This is an optimization exercise on Yosys and OpenROAD, whose aim is small area, a short achievable clock period and few clock cycles, not a production implementation. RTL that was checked went through simulation tests only; none was proved equivalent to the original.

==> inputs of wip/sierra <==
## jfp_csum
module jfp_csum (
    input             clk,
    input             rst,
    input             bus_valid,
    input             bus_we,
    input      [7:0]  bus_addr,
    input      [3:0]  bus_be,
    input      [31:0] bus_wdata,
    output            bus_ready,
    output reg [31:0] bus_rdata
);
make LEC_CHECK=0 CAP_MARGIN=20 CORE_MARGIN=2 CORE_UTILIZATION=35 PLACE_DENSITY=0.5 SETUP_SLACK_MARGIN=3.0 SLEW_MARGIN=20 finish   # period 10.0 ns
run.sh (not shown) runs the stock make flow with config.mk's settings and CLKGATE_MAP_FILE= SYNTH_SCRIPT=/design/flow/synth_recipe.tcl, a recipe that flattens the netlist after the stock synthesis.
==> wip/violet: changes against wip/sierra <==
--- a/flow/design.v
+++ b/flow/design.v
@@ -53,12 +53,20 @@
             co = g[15];
             eac16[0] = p0[0] ^ co;
             for (i = 1; i < 16; i = i + 1)
                 eac16[i] = p0[i] ^ (g[i - 1] | (p[i - 1] & co));
         end
     endfunction
+    function [31:0] ecsa;
+        input [15:0] x, y, z;
+        reg   [15:0] c;
+        begin
+            c = (x & y) | (x & z) | (y & z);
+            ecsa = {c[14:0], c[15], x ^ y ^ z};
+        end
+    endfunction
     function [43:0] csa;
         input [21:0] x, y, z;
         csa = {(((x & y) | (x & z) | (y & z)) << 1), (x ^ y ^ z)};
     endfunction
     reg [7:0]   fm [0:63];
     reg [31:0]  cmd_r;
@@ -73,16 +81,18 @@
     reg [21:0]  csum_acc;            
     reg [15:0]  csum_val, csum_stored;
     wire [15:0] pl_len = (udp_len == 7'd0) ? 16'd0 : {9'd0, udp_len - 7'd8};
     reg         busy;
     reg         is_parse, is_icmp, is_update;
     reg         first;       
-    reg [21:0]  corr;        
+    reg [21:0]  corr_s, corr_c;  
     reg [1:0]   blk;         
     reg         blk_ovf;     
-    reg [21:0]  acc;
+    reg [21:0]  acc_s, acc_c;    
+    reg [15:0]  rmask;           
+    reg [5:0]   elast;       
     reg [31:0]  h0, h1;      
     reg [15:0]  fld_r;       
     reg         lenok_r;     
     reg [1:0]   bsel;        
     reg [19:0]  ph;          
     reg [1:0]   ph_st;       
@@ -112,13 +122,12 @@
     wire c_parse  = cmd_ok && (c_op == 8'h40);
     wire c_csum   = cmd_ok && (c_op[7:2] == 6'b010100);
     wire        addrs_ok   = (src_tag == 2'd1) && (dst_tag == 2'd1);
     wire [5:0]  b6         = view_base[5:0];
     wire [7:0]  vend       = {1'b0, view_base[6:0]} + {1'b0, view_len[6:0]};
     wire        out_bounds = (|view_base[15:7]) || (|view_len[15:7]) || (vend > 8'd64);
-    wire [5:0]  elast      = vend[5:0] - 6'd1;    
     wire [6:0]  n7         = view_len[6:0];      
     wire        short_p    = view_len < 16'd8;
     wire        short_i    = view_len < 16'd4;
     wire        icmp_c     = busy ? is_icmp : c_op[1];
     wire p_err    = out_bounds || short_p;
     wire cs_err   = out_bounds || (c_op[1] ? (short_i || !addrs_ok) : short_p);
@@ -132,17 +141,13 @@
     wire        cs_busy  = busy && !is_parse;
     wire        first_c  = !busy || first;
     wire        blk_done = blk_ovf && !first;
     wire        do_blk   = !ph_busy && (!busy || !blk_done);
     wire [1:0]  k_first  = b6[5:4];
     wire [1:0]  k_last   = elast[5:4];
-    wire [3:0]  bstart   = (bsel == k_first) ? b6[3:0] : 4'd0;
-    wire [3:0]  bend     = (bsel == k_last) ? elast[3:0] : 4'd15;
-    wire [15:0] th_lo    = 16'hFFFF << bstart;           
-    wire [15:0] th_hi    = 16'hFFFF >> (4'd15 - bend);   
-    wire [15:0] bmask    = ph_busy ? 16'hFFFF : do_blk ? (th_lo & th_hi) : 16'h0;
+    wire [15:0] bmask    = ph_busy ? 16'hFFFF : rmask;
     wire [127:0] fm_blk;
     genvar g;
     generate for (g = 0; g < 16; g = g + 1) begin : g_blk
         assign fm_blk[127 - 8 * g -: 8] = fm[{bsel, g[3:0]}];
     end endgenerate
     wire [127:0] blk_data = !ph_busy ? fm_blk : (ph_st == 2'd1) ? src_val : dst_val;
@@ -161,48 +166,52 @@
     wire [1:0]  ob    = b6[1:0];
     wire [63:0] hdr   = win12[95 - 8 * ob -: 64];
     wire [15:0] h_len = hdr[31:16];
     wire [15:0] lenf  = hdr[31:16];
     wire [15:0] fld   = fld_r;
     wire [15:0] fld_c  = icmp_c ? hdr[47:32] : hdr[15:0];
-    wire [43:0] cc1    = csa({2'd0, ph}, {15'd0, n7}, icmp_c ? 22'd59 : 22'd18);
-    wire [43:0] cc2    = csa(cc1[21:0], cc1[43:22], {6'h3F, ~fld_c});
-    wire [22:0] cc3    = ks22(cc2[21:0], cc2[43:22], 1'b0);
-    wire [21:0] corr_c = cc3[21:0];
+    wire [43:0] cc1    = csa({2'd0, ph}, {15'd0, n7}, icmp_c ? 22'd58 : 22'd17);
+    wire [43:0] cc2    = csa(cc1[21:0], cc1[43:22], {6'd0, ~fld_c});
     wire [1:0]  k_fl   = icmp_c ? (b6[5:4] + {1'b0, (b6[3:0] > 4'd12)}) :
                                   (b6[5:4] + {1'b0, (b6[3:0] > 4'd8)});
     wire [1:0]  k_hl  = b6[5:4] + {1'b0, (b6[3:0] > 4'd8)};
     wire        swap = b6[0] && !ph_busy;
     wire [15:0] wd [0:7];
     generate for (g = 0; g < 8; g = g + 1) begin : g_wd
         wire [7:0] be_ = blk_data[127 - 16 * g -: 8] & {8{bmask[2 * g]}};
         wire [7:0] bo_ = blk_data[119 - 16 * g -: 8] & {8{bmask[2 * g + 1]}};
         assign wd[g] = swap ? {bo_, be_} : {be_, bo_};
     end endgenerate
-    wire [21:0] base = ph_busy ? ((ph_st == 2'd1) ? 22'd0 : {2'd0, ph}) :
-                       first_c ? 22'd0 : acc;
+    wire        base0  = ph_busy ? (ph_st == 2'd1) : first_c;
+    wire [21:0] base_s = base0 ? 22'd0 : acc_s;
+    wire [21:0] base_c = base0 ? 22'd0 : acc_c;
     wire [43:0] l1a = csa({6'd0, wd[0]}, {6'd0, wd[1]}, {6'd0, wd[2]});
     wire [43:0] l1b = csa({6'd0, wd[3]}, {6'd0, wd[4]}, {6'd0, wd[5]});
-    wire [43:0] l1c = csa({6'd0, wd[6]}, {6'd0, wd[7]}, base);
+    wire [43:0] l1c = csa({6'd0, wd[6]}, {6'd0, wd[7]}, base_s);
     wire [43:0] l2a = csa(l1a[21:0], l1a[43:22], l1b[21:0]);
     wire [43:0] l2b = csa(l1b[43:22], l1c[21:0], l1c[43:22]);
     wire [43:0] l3a = csa(l2a[21:0], l2a[43:22], l2b[21:0]);
     wire [43:0] l4a = csa(l3a[21:0], l3a[43:22], l2b[43:22]);
-    wire [22:0] bs_  = ks22(l4a[21:0], l4a[43:22], 1'b0);
-    wire [21:0] bsum = bs_[21:0];
-    wire [22:0] raw_  = ks22(acc, corr, 1'b0);
+    wire [43:0] l5a = csa(l4a[21:0], l4a[43:22], base_c);
+    wire [22:0] ph_  = ks22(acc_s, acc_c, 1'b0);
+    wire [43:0] rw1   = csa(acc_s, acc_c, corr_s);
+    wire [43:0] rw2   = csa(rw1[21:0], rw1[43:22], corr_c);
+    wire [43:0] rw3   = csa(rw2[21:0], rw2[43:22], 22'h3F0001);    
+    wire [22:0] raw_  = ks22(rw3[21:0], rw3[43:22], 1'b0);
     wire [21:0] raw   = raw_[21:0];
-    wire [15:0] fold2 = eac16(raw[15:0], {10'd0, raw[21:16]});
-    wire [15:0] val   = ~fold2;
+    wire [31:0] ea1   = ecsa(rw2[15:0], rw2[37:22], {10'd0, rw2[21:16]});
+    wire [31:0] ea2   = ecsa(ea1[15:0], ea1[31:16], {10'd0, rw2[43:38]});
+    wire [15:0] fold2 = eac16(ea2[15:0], ea2[31:16]);
+    wire [15:0] val   = (fold2 == 16'h0) ? 16'h0 : ~fold2;
     wire p_hdr     = do_blk && (bsel == k_hl);
     wire parse_fin = busy && is_parse && p_hdr;
     wire p_now     = p_start && p_hdr;              
     wire csum_fin  = cs_busy && blk_done;
     wire len_bad   = !is_icmp && !lenok_r;
     wire csum_ok   = !len_bad && addrs_ok;
-    wire p_ok      = !(h_len < 16'd8 || h_len > view_len);
+    wire p_ok      = (h_len[15:7] == 9'd0) && (h_len[6:3] != 4'd0) && (h_len[6:0] <= n7);
     wire p_commit  = (parse_fin || p_now) && p_ok;
     wire r0 = rst || c_soft;                  
     wire src_tw = reg_wr && (bus_addr == 8'h25);
     wire dst_tw = reg_wr && (bus_addr == 8'h26);
     wire tclr   = (bus_wdata[1:0] != 2'd1);
     wire [1:0]  tagv = (bus_wdata[1:0] == 2'd3) ? 2'd0 : bus_wdata[1:0];
@@ -210,18 +219,22 @@
     wire dst_clr = r0 || (dst_tw && tclr);
     wire any_clr = r0 || ((src_tw || dst_tw) && tclr);
     wire [31:0] wd_z = any_clr ? 32'h0 : bus_wdata;
     wire val_wr = reg_wr && (bus_addr[7:3] == 5'b01000);
     wire        vb_we = r0 || (reg_wr && bus_addr == 8'h02) || c_desc;
     wire [15:0] vb_d  = r0 ? 16'h0 : c_desc ? {9'd0, pl_base} : bus_wdata[15:0];
-    wire        vl_we = r0 || (reg_wr && bus_addr == 8'h03) || c_desc ||
-                        (c_trunc && c_imm < view_len) || p_commit;
+    wire        vl_we_np = r0 || (reg_wr && bus_addr == 8'h03) || c_desc ||
+                           (c_trunc && c_imm < view_len);
+    wire        vl_we = vl_we_np || p_commit;
     wire [15:0] vl_d  = r0 ? 16'h0 : c_desc ? pl_len : c_trunc ? c_imm :
                         p_commit ? h_len : bus_wdata[15:0];
     wire [15:0] nvb   = vb_we ? vb_d : view_base;
-    wire [15:0] nvl   = vl_we ? vl_d : view_len;
+    wire [15:0] nvl_np = !vl_we_np ? view_len : r0 ? 16'h0 : c_desc ? pl_len :
+                         c_trunc ? c_imm : bus_wdata[15:0];
+    wire [5:0]  elast_np = nvb[5:0] + nvl_np[5:0] - 6'd1;
+    wire [5:0]  elast_pc = b6 + h_len[5:0] - 6'd1;
     always @(posedge clk) begin
         if (rst || cmd_wr)
             cmd_r <= rst ? 32'h0 : bus_wdata;
         if (src_clr || (val_wr && !bus_addr[2] && bus_addr[1:0] == 2'd0)) src_val[127:96] <= wd_z;
         if (src_clr || (val_wr && !bus_addr[2] && bus_addr[1:0] == 2'd1)) src_val[95:64]  <= wd_z;
         if (src_clr || (val_wr && !bus_addr[2] && bus_addr[1:0] == 2'd2)) src_val[63:32]  <= wd_z;
@@ -231,12 +244,13 @@
         if (dst_clr || (val_wr &&  bus_addr[2] && bus_addr[1:0] == 2'd2)) dst_val[63:32]  <= wd_z;
         if (dst_clr || (val_wr &&  bus_addr[2] && bus_addr[1:0] == 2'd3)) dst_val[31:0]   <= wd_z;
         if (r0 || src_tw) src_tag <= r0 ? 2'd0 : tagv;
         if (r0 || dst_tw) dst_tag <= r0 ? 2'd0 : tagv;
         if (vb_we) view_base <= vb_d;
         if (vl_we) view_len  <= vl_d;
+        elast <= elast_n;
         if (r0 || p_commit) begin
             pl_base   <= r0 ? 7'h0 : b6 + 7'd8;
             udp_len   <= r0 ? 7'h0 : h_len[6:0];
             udp_sport <= r0 ? 16'h0 : hdr[63:48];
             udp_dport <= r0 ? 16'h0 : hdr[47:32];
             udp_csum  <= r0 ? 16'h0 : hdr[15:0];
@@ -273,21 +287,25 @@
         end else if (parse_fin) begin
             err  <= p_ok ? EC_OK : EC_ULEN;
             udpv <= p_ok;
         end else if (csum_fin) begin
             err   <= len_bad ? EC_LMIS : !addrs_ok ? EC_ADDR : EC_OK;
             csv   <= csum_ok;
-            match <= csum_ok && (is_update || val == fld);
+            match <= csum_ok;
         end
     end
     wire       busy_n  = !rst && (!busy ? ((p_start && !p_now) || cs_start)
                                         : !(parse_fin || csum_fin));
     wire       first_n = !busy ? ph_busy : (first && !do_blk);
     wire [1:0] blk_n   = !busy ? (ph_busy ? k_first : k_first + 2'd1) :
                          do_blk ? bsel + 2'd1 : blk;
     wire [1:0] bsel_n  = (!busy_n || first_n) ? nvb[5:4] : blk_n;
+    wire [5:0] elast_n = p_commit ? elast_pc : elast_np;
+    wire [3:0] bstart_n = (bsel_n == nvb[5:4]) ? nvb[3:0] : 4'd0;
+    wire [3:0] bend_n   = (bsel_n == elast_n[5:4]) ? elast_n[3:0] : 4'd15;
+    wire [15:0] rmask_n = (16'hFFFF << bstart_n) & (16'hFFFF >> (4'd15 - bend_n));
     always @(posedge clk) begin
         if (rst)
             busy <= 1'b0;
         else if (!busy)
             busy <= (p_start && !p_now) || cs_start;
         else if (parse_fin || csum_fin)
@@ -295,14 +313,15 @@
         if (rst || c_soft) begin
             ph_st <= 2'd0;
             ph    <= 20'd0;
         end else if (val_wr || ((src_tw || dst_tw) && tclr)) begin
             ph_st <= 2'd1;
         end else if (ph_busy) begin
-            ph_st <= (ph_st == 2'd1) ? 2'd2 : 2'd0;
-            ph    <= bsum[19:0];
+            ph_st <= ph_st + 2'd1;
+            if (ph_st == 2'd3)
+                ph <= ph_[19:0];
         end
         if (!busy) begin
             is_parse  <= !c_op[4];
             is_icmp   <= c_op[1];
             is_update <= c_op[0];
             first     <= ph_busy;
@@ -312,20 +331,22 @@
             first   <= 1'b0;
             blk     <= bsel + 2'd1;
             blk_ovf <= (bsel == k_last);
         end
         if (on0) h0 <= c0;
         if (on1) h1 <= c1;
-        if (do_blk)
-            acc <= bsum;
+        acc_s <= l5a[21:0];
+        acc_c <= l5a[43:22];
         if (do_blk && bsel == k_fl) begin
-            corr    <= corr_c;
+            corr_s  <= cc2[21:0];
+            corr_c  <= cc2[43:22];
             fld_r   <= fld_c;
             lenok_r <= (lenf == view_len);
         end
-        bsel <= bsel_n;
+        bsel  <= bsel_n;
+        rmask <= rmask_n;
     end
     wire [5:0]  st0   = is_icmp ? fi : fu;
     wire        st_en = csum_fin && is_update && csum_ok;
     wire [63:0] st_dec = st_en ? (64'd1 << st0) : 64'd0;
     wire [63:0] st_we  = st_dec | {st_dec[62:0], 1'b0};
     reg  [7:0]  lane_d [0:3];
@@ -363,13 +384,13 @@
         bus_rdata = 32'h0;
         if (bus_addr[7:4] == 4'b1000) begin
             bus_rdata = port_word;
         end else begin
             case (bus_addr)
             8'h00: bus_rdata = cmd_r;
-            8'h01: bus_rdata = {19'h0, match, csv, udpv, 2'b00, err8};
+            8'h01: bus_rdata = {19'h0, match && (csum_val == csum_stored), csv, udpv, 2'b00, err8};
             8'h02: bus_rdata = {16'h0, view_base};
             8'h03: bus_rdata = {16'h0, view_len};
             8'h04: bus_rdata = {25'h0, pl_base};
             8'h05: bus_rdata = {16'h0, pl_len};
             8'h25: bus_rdata = {30'h0, src_tag};
             8'h26: bus_rdata = {30'h0, dst_tag};
- CTS_BUF_LIST: not set -> sky130_fd_sc_hd__clkbuf_8
- CTS_CLUSTER_SIZE: not set -> 30
==> wip/yarrow: changes against wip/sierra <==
--- a/flow/design.v
+++ b/flow/design.v
@@ -73,21 +73,24 @@
     reg [21:0]  csum_acc;            
     reg [15:0]  csum_val, csum_stored;
     wire [15:0] pl_len = (udp_len == 7'd0) ? 16'd0 : {9'd0, udp_len - 7'd8};
     reg         busy;
     reg         is_parse, is_icmp, is_update;
     reg         first;       
-    reg [21:0]  corr;        
+    reg [21:0]  corr_s, corr_c;  
     reg [1:0]   blk;         
     reg         blk_ovf;     
-    reg [21:0]  acc;
+    reg [21:0]  acc_s, acc_c;    
+    reg [15:0]  rmask;           
+    reg [5:0]   elast;       
     reg [31:0]  h0, h1;      
     reg [15:0]  fld_r;       
     reg         lenok_r;     
     reg [1:0]   bsel;        
     reg [19:0]  ph;          
+    reg [21:0]  ph_s, ph_c;  
     reg [1:0]   ph_st;       
     assign bus_ready = !busy;
     wire acc_en = bus_valid && !busy;
     wire reg_wr = acc_en && bus_we && !bus_addr[7];
     wire mem_wr = acc_en && bus_we && (bus_addr[7:4] == 4'b1000);
     wire [7:0]  c_op  = bus_wdata[7:0];
@@ -112,13 +115,12 @@
     wire c_parse  = cmd_ok && (c_op == 8'h40);
     wire c_csum   = cmd_ok && (c_op[7:2] == 6'b010100);
     wire        addrs_ok   = (src_tag == 2'd1) && (dst_tag == 2'd1);
     wire [5:0]  b6         = view_base[5:0];
     wire [7:0]  vend       = {1'b0, view_base[6:0]} + {1'b0, view_len[6:0]};
     wire        out_bounds = (|view_base[15:7]) || (|view_len[15:7]) || (vend > 8'd64);
-    wire [5:0]  elast      = vend[5:0] - 6'd1;    
     wire [6:0]  n7         = view_len[6:0];      
     wire        short_p    = view_len < 16'd8;
     wire        short_i    = view_len < 16'd4;
     wire        icmp_c     = busy ? is_icmp : c_op[1];
     wire p_err    = out_bounds || short_p;
     wire cs_err   = out_bounds || (c_op[1] ? (short_i || !addrs_ok) : short_p);
@@ -132,17 +134,13 @@
     wire        cs_busy  = busy && !is_parse;
     wire        first_c  = !busy || first;
     wire        blk_done = blk_ovf && !first;
     wire        do_blk   = !ph_busy && (!busy || !blk_done);
     wire [1:0]  k_first  = b6[5:4];
     wire [1:0]  k_last   = elast[5:4];
-    wire [3:0]  bstart   = (bsel == k_first) ? b6[3:0] : 4'd0;
-    wire [3:0]  bend     = (bsel == k_last) ? elast[3:0] : 4'd15;
-    wire [15:0] th_lo    = 16'hFFFF << bstart;           
-    wire [15:0] th_hi    = 16'hFFFF >> (4'd15 - bend);   
-    wire [15:0] bmask    = ph_busy ? 16'hFFFF : do_blk ? (th_lo & th_hi) : 16'h0;
+    wire [15:0] bmask    = ph_busy ? 16'hFFFF : rmask;
     wire [127:0] fm_blk;
     genvar g;
     generate for (g = 0; g < 16; g = g + 1) begin : g_blk
         assign fm_blk[127 - 8 * g -: 8] = fm[{bsel, g[3:0]}];
     end endgenerate
     wire [127:0] blk_data = !ph_busy ? fm_blk : (ph_st == 2'd1) ? src_val : dst_val;
@@ -163,46 +161,48 @@
     wire [15:0] h_len = hdr[31:16];
     wire [15:0] lenf  = hdr[31:16];
     wire [15:0] fld   = fld_r;
     wire [15:0] fld_c  = icmp_c ? hdr[47:32] : hdr[15:0];
     wire [43:0] cc1    = csa({2'd0, ph}, {15'd0, n7}, icmp_c ? 22'd59 : 22'd18);
     wire [43:0] cc2    = csa(cc1[21:0], cc1[43:22], {6'h3F, ~fld_c});
-    wire [22:0] cc3    = ks22(cc2[21:0], cc2[43:22], 1'b0);
-    wire [21:0] corr_c = cc3[21:0];
     wire [1:0]  k_fl   = icmp_c ? (b6[5:4] + {1'b0, (b6[3:0] > 4'd12)}) :
                                   (b6[5:4] + {1'b0, (b6[3:0] > 4'd8)});
     wire [1:0]  k_hl  = b6[5:4] + {1'b0, (b6[3:0] > 4'd8)};
     wire        swap = b6[0] && !ph_busy;
     wire [15:0] wd [0:7];
     generate for (g = 0; g < 8; g = g + 1) begin : g_wd
         wire [7:0] be_ = blk_data[127 - 16 * g -: 8] & {8{bmask[2 * g]}};
         wire [7:0] bo_ = blk_data[119 - 16 * g -: 8] & {8{bmask[2 * g + 1]}};
         assign wd[g] = swap ? {bo_, be_} : {be_, bo_};
     end endgenerate
-    wire [21:0] base = ph_busy ? ((ph_st == 2'd1) ? 22'd0 : {2'd0, ph}) :
-                       first_c ? 22'd0 : acc;
+    wire [21:0] base_s = ph_busy ? ((ph_st == 2'd1) ? 22'd0 : ph_s) :
+                         first_c ? 22'd0 : acc_s;
+    wire [21:0] base_c = ph_busy ? ((ph_st == 2'd1) ? 22'd0 : ph_c) :
+                         first_c ? 22'd0 : acc_c;
     wire [43:0] l1a = csa({6'd0, wd[0]}, {6'd0, wd[1]}, {6'd0, wd[2]});
     wire [43:0] l1b = csa({6'd0, wd[3]}, {6'd0, wd[4]}, {6'd0, wd[5]});
-    wire [43:0] l1c = csa({6'd0, wd[6]}, {6'd0, wd[7]}, base);
+    wire [43:0] l1c = csa({6'd0, wd[6]}, {6'd0, wd[7]}, base_s);
     wire [43:0] l2a = csa(l1a[21:0], l1a[43:22], l1b[21:0]);
     wire [43:0] l2b = csa(l1b[43:22], l1c[21:0], l1c[43:22]);
     wire [43:0] l3a = csa(l2a[21:0], l2a[43:22], l2b[21:0]);
     wire [43:0] l4a = csa(l3a[21:0], l3a[43:22], l2b[43:22]);
-    wire [22:0] bs_  = ks22(l4a[21:0], l4a[43:22], 1'b0);
-    wire [21:0] bsum = bs_[21:0];
-    wire [22:0] raw_  = ks22(acc, corr, 1'b0);
+    wire [43:0] l5a = csa(l4a[21:0], l4a[43:22], base_c);
+    wire [22:0] ph_  = ks22(ph_s, ph_c, 1'b0);
+    wire [43:0] rw1   = csa(acc_s, acc_c, corr_s);
+    wire [43:0] rw2   = csa(rw1[21:0], rw1[43:22], corr_c);
+    wire [22:0] raw_  = ks22(rw2[21:0], rw2[43:22], 1'b0);
     wire [21:0] raw   = raw_[21:0];
     wire [15:0] fold2 = eac16(raw[15:0], {10'd0, raw[21:16]});
     wire [15:0] val   = ~fold2;
     wire p_hdr     = do_blk && (bsel == k_hl);
     wire parse_fin = busy && is_parse && p_hdr;
     wire p_now     = p_start && p_hdr;              
     wire csum_fin  = cs_busy && blk_done;
     wire len_bad   = !is_icmp && !lenok_r;
     wire csum_ok   = !len_bad && addrs_ok;
-    wire p_ok      = !(h_len < 16'd8 || h_len > view_len);
+    wire p_ok      = (h_len[15:7] == 9'd0) && (h_len[6:3] != 4'd0) && (h_len[6:0] <= n7);
     wire p_commit  = (parse_fin || p_now) && p_ok;
     wire r0 = rst || c_soft;                  
     wire src_tw = reg_wr && (bus_addr == 8'h25);
     wire dst_tw = reg_wr && (bus_addr == 8'h26);
     wire tclr   = (bus_wdata[1:0] != 2'd1);
     wire [1:0]  tagv = (bus_wdata[1:0] == 2'd3) ? 2'd0 : bus_wdata[1:0];
@@ -210,18 +210,22 @@
     wire dst_clr = r0 || (dst_tw && tclr);
     wire any_clr = r0 || ((src_tw || dst_tw) && tclr);
     wire [31:0] wd_z = any_clr ? 32'h0 : bus_wdata;
     wire val_wr = reg_wr && (bus_addr[7:3] == 5'b01000);
     wire        vb_we = r0 || (reg_wr && bus_addr == 8'h02) || c_desc;
     wire [15:0] vb_d  = r0 ? 16'h0 : c_desc ? {9'd0, pl_base} : bus_wdata[15:0];
-    wire        vl_we = r0 || (reg_wr && bus_addr == 8'h03) || c_desc ||
-                        (c_trunc && c_imm < view_len) || p_commit;
+    wire        vl_we_np = r0 || (reg_wr && bus_addr == 8'h03) || c_desc ||
+                           (c_trunc && c_imm < view_len);
+    wire        vl_we = vl_we_np || p_commit;
     wire [15:0] vl_d  = r0 ? 16'h0 : c_desc ? pl_len : c_trunc ? c_imm :
                         p_commit ? h_len : bus_wdata[15:0];
     wire [15:0] nvb   = vb_we ? vb_d : view_base;
-    wire [15:0] nvl   = vl_we ? vl_d : view_len;
+    wire [15:0] nvl_np = !vl_we_np ? view_len : r0 ? 16'h0 : c_desc ? pl_len :
+                         c_trunc ? c_imm : bus_wdata[15:0];
+    wire [5:0]  elast_np = nvb[5:0] + nvl_np[5:0] - 6'd1;
+    wire [5:0]  elast_pc = b6 + h_len[5:0] - 6'd1;
     always @(posedge clk) begin
         if (rst || cmd_wr)
             cmd_r <= rst ? 32'h0 : bus_wdata;
         if (src_clr || (val_wr && !bus_addr[2] && bus_addr[1:0] == 2'd0)) src_val[127:96] <= wd_z;
         if (src_clr || (val_wr && !bus_addr[2] && bus_addr[1:0] == 2'd1)) src_val[95:64]  <= wd_z;
         if (src_clr || (val_wr && !bus_addr[2] && bus_addr[1:0] == 2'd2)) src_val[63:32]  <= wd_z;
@@ -231,12 +235,13 @@
         if (dst_clr || (val_wr &&  bus_addr[2] && bus_addr[1:0] == 2'd2)) dst_val[63:32]  <= wd_z;
         if (dst_clr || (val_wr &&  bus_addr[2] && bus_addr[1:0] == 2'd3)) dst_val[31:0]   <= wd_z;
         if (r0 || src_tw) src_tag <= r0 ? 2'd0 : tagv;
         if (r0 || dst_tw) dst_tag <= r0 ? 2'd0 : tagv;
         if (vb_we) view_base <= vb_d;
         if (vl_we) view_len  <= vl_d;
+        elast <= elast_n;
         if (r0 || p_commit) begin
             pl_base   <= r0 ? 7'h0 : b6 + 7'd8;
             udp_len   <= r0 ? 7'h0 : h_len[6:0];
             udp_sport <= r0 ? 16'h0 : hdr[63:48];
             udp_dport <= r0 ? 16'h0 : hdr[47:32];
             udp_csum  <= r0 ? 16'h0 : hdr[15:0];
@@ -282,12 +287,16 @@
     wire       busy_n  = !rst && (!busy ? ((p_start && !p_now) || cs_start)
                                         : !(parse_fin || csum_fin));
     wire       first_n = !busy ? ph_busy : (first && !do_blk);
     wire [1:0] blk_n   = !busy ? (ph_busy ? k_first : k_first + 2'd1) :
                          do_blk ? bsel + 2'd1 : blk;
     wire [1:0] bsel_n  = (!busy_n || first_n) ? nvb[5:4] : blk_n;
+    wire [5:0] elast_n = p_commit ? elast_pc : elast_np;
+    wire [3:0] bstart_n = (bsel_n == nvb[5:4]) ? nvb[3:0] : 4'd0;
+    wire [3:0] bend_n   = (bsel_n == elast_n[5:4]) ? elast_n[3:0] : 4'd15;
+    wire [15:0] rmask_n = (16'hFFFF << bstart_n) & (16'hFFFF >> (4'd15 - bend_n));
     always @(posedge clk) begin
         if (rst)
             busy <= 1'b0;
         else if (!busy)
             busy <= (p_start && !p_now) || cs_start;
         else if (parse_fin || csum_fin)
@@ -295,14 +304,17 @@
         if (rst || c_soft) begin
             ph_st <= 2'd0;
             ph    <= 20'd0;
         end else if (val_wr || ((src_tw || dst_tw) && tclr)) begin
             ph_st <= 2'd1;
         end else if (ph_busy) begin
-            ph_st <= (ph_st == 2'd1) ? 2'd2 : 2'd0;
-            ph    <= bsum[19:0];
+            ph_st <= ph_st + 2'd1;
+            if (ph_st == 2'd3)
+                ph <= ph_[19:0];
+            ph_s  <= l5a[21:0];
+            ph_c  <= l5a[43:22];
         end
         if (!busy) begin
             is_parse  <= !c_op[4];
             is_icmp   <= c_op[1];
             is_update <= c_op[0];
             first     <= ph_busy;
@@ -313,19 +325,24 @@
             blk     <= bsel + 2'd1;
             blk_ovf <= (bsel == k_last);
         end
         if (on0) h0 <= c0;
         if (on1) h1 <= c1;
         if (do_blk)
-            acc <= bsum;
+        begin
+            acc_s <= l5a[21:0];
+            acc_c <= l5a[43:22];
+        end
         if (do_blk && bsel == k_fl) begin
-            corr    <= corr_c;
+            corr_s  <= cc2[21:0];
+            corr_c  <= cc2[43:22];
             fld_r   <= fld_c;
             lenok_r <= (lenf == view_len);
         end
-        bsel <= bsel_n;
+        bsel  <= bsel_n;
+        rmask <= rmask_n;
     end
     wire [5:0]  st0   = is_icmp ? fi : fu;
     wire        st_en = csum_fin && is_update && csum_ok;
     wire [63:0] st_dec = st_en ? (64'd1 << st0) : 64'd0;
     wire [63:0] st_we  = st_dec | {st_dec[62:0], 1'b0};
     reg  [7:0]  lane_d [0:3];
==> comparison <==
The highest synthesized cell count belongs to wip/violet, the lowest to wip/yarrow.
Register-to-register slack, lowest first: wip/sierra, wip/yarrow, wip/violet.
Critical path depth: wip/yarrow > wip/sierra > wip/violet.
Clock skew: wip/sierra is lower than wip/yarrow (0.0029 ns).
Flip-flop and latch count: wip/sierra < wip/violet < wip/yarrow.
==> figures <==
| item | wip/yarrow | wip/violet | wip/sierra |
|---|---|---|---|
| Endpoint of the worst register-to-register path | match | acc_s[14] | ph[19] |
| Global-route wire length before repair | 535 mm | 570 mm | 535 mm |
| Initial antenna violation count | 32 | 43 | 33 |
| R2R setup slack | 2.16 ns | 2.89 ns | 1.66 ns |
| Status | timing/DRC/antenna clean | timing/DRC/antenna clean | timing/DRC/antenna clean |
| Clk tree area frac | 5.56% | 5.14% | 5.56% |
| Clk_skew | 0.0466 ns | 0.0827 ns | 0.0437 ns |
| Initial Utilization | 35.2% | 35.1% | 35.3% |
| Number of multi-input logic gates | 4154 | 4271 | 4349 |
| Met2 wire length | 164 mm | 174 mm | 164 mm |
Testbench counts of wip/violet, summed over its fixed seeds: cycles 11,786.
Function not checked in wip/sierra and wip/yarrow: the RTL went through the layout flow alone.

-- re-timing with driven ports --
Ports are ideal in the flow. The routed layouts listed here were re-timed in OpenROAD. Step 1 sets driving cells, clkbuf_16 on the clock port and buf_2 on the other inputs (assumed; they add their load-dependent delay and slew). Step 2 moves the port delays by t, midway between the first and last clock arrival at a register: inputs arrive t later, outputs are due t later. That takes back most of the time a late clock gives input paths. Slacks: no drivers / after step 1 / after step 2; pairs: no drivers / after step 1.
run	t, ns	slack for setup (ns)	hold slack, ns	worst setup path after step 2
wip/sierra	0.921	1.663 / 1.663 / 1.661	0.452 / 0.452 / 0.452	input to register
wip/violet	1.110	2.892 / 2.811 / 2.188	0.422 / 0.422 / 0.422	input to register
wip/yarrow	0.940	2.155 / 2.155 / 2.155	0.456 / 0.456 / 0.456	register to register
After both steps setup and hold are still met in every run listed. For wip/violet, which loses most, drivers alone change the setup slack by -0.081 ns; drivers and shift together by -0.704 ns.
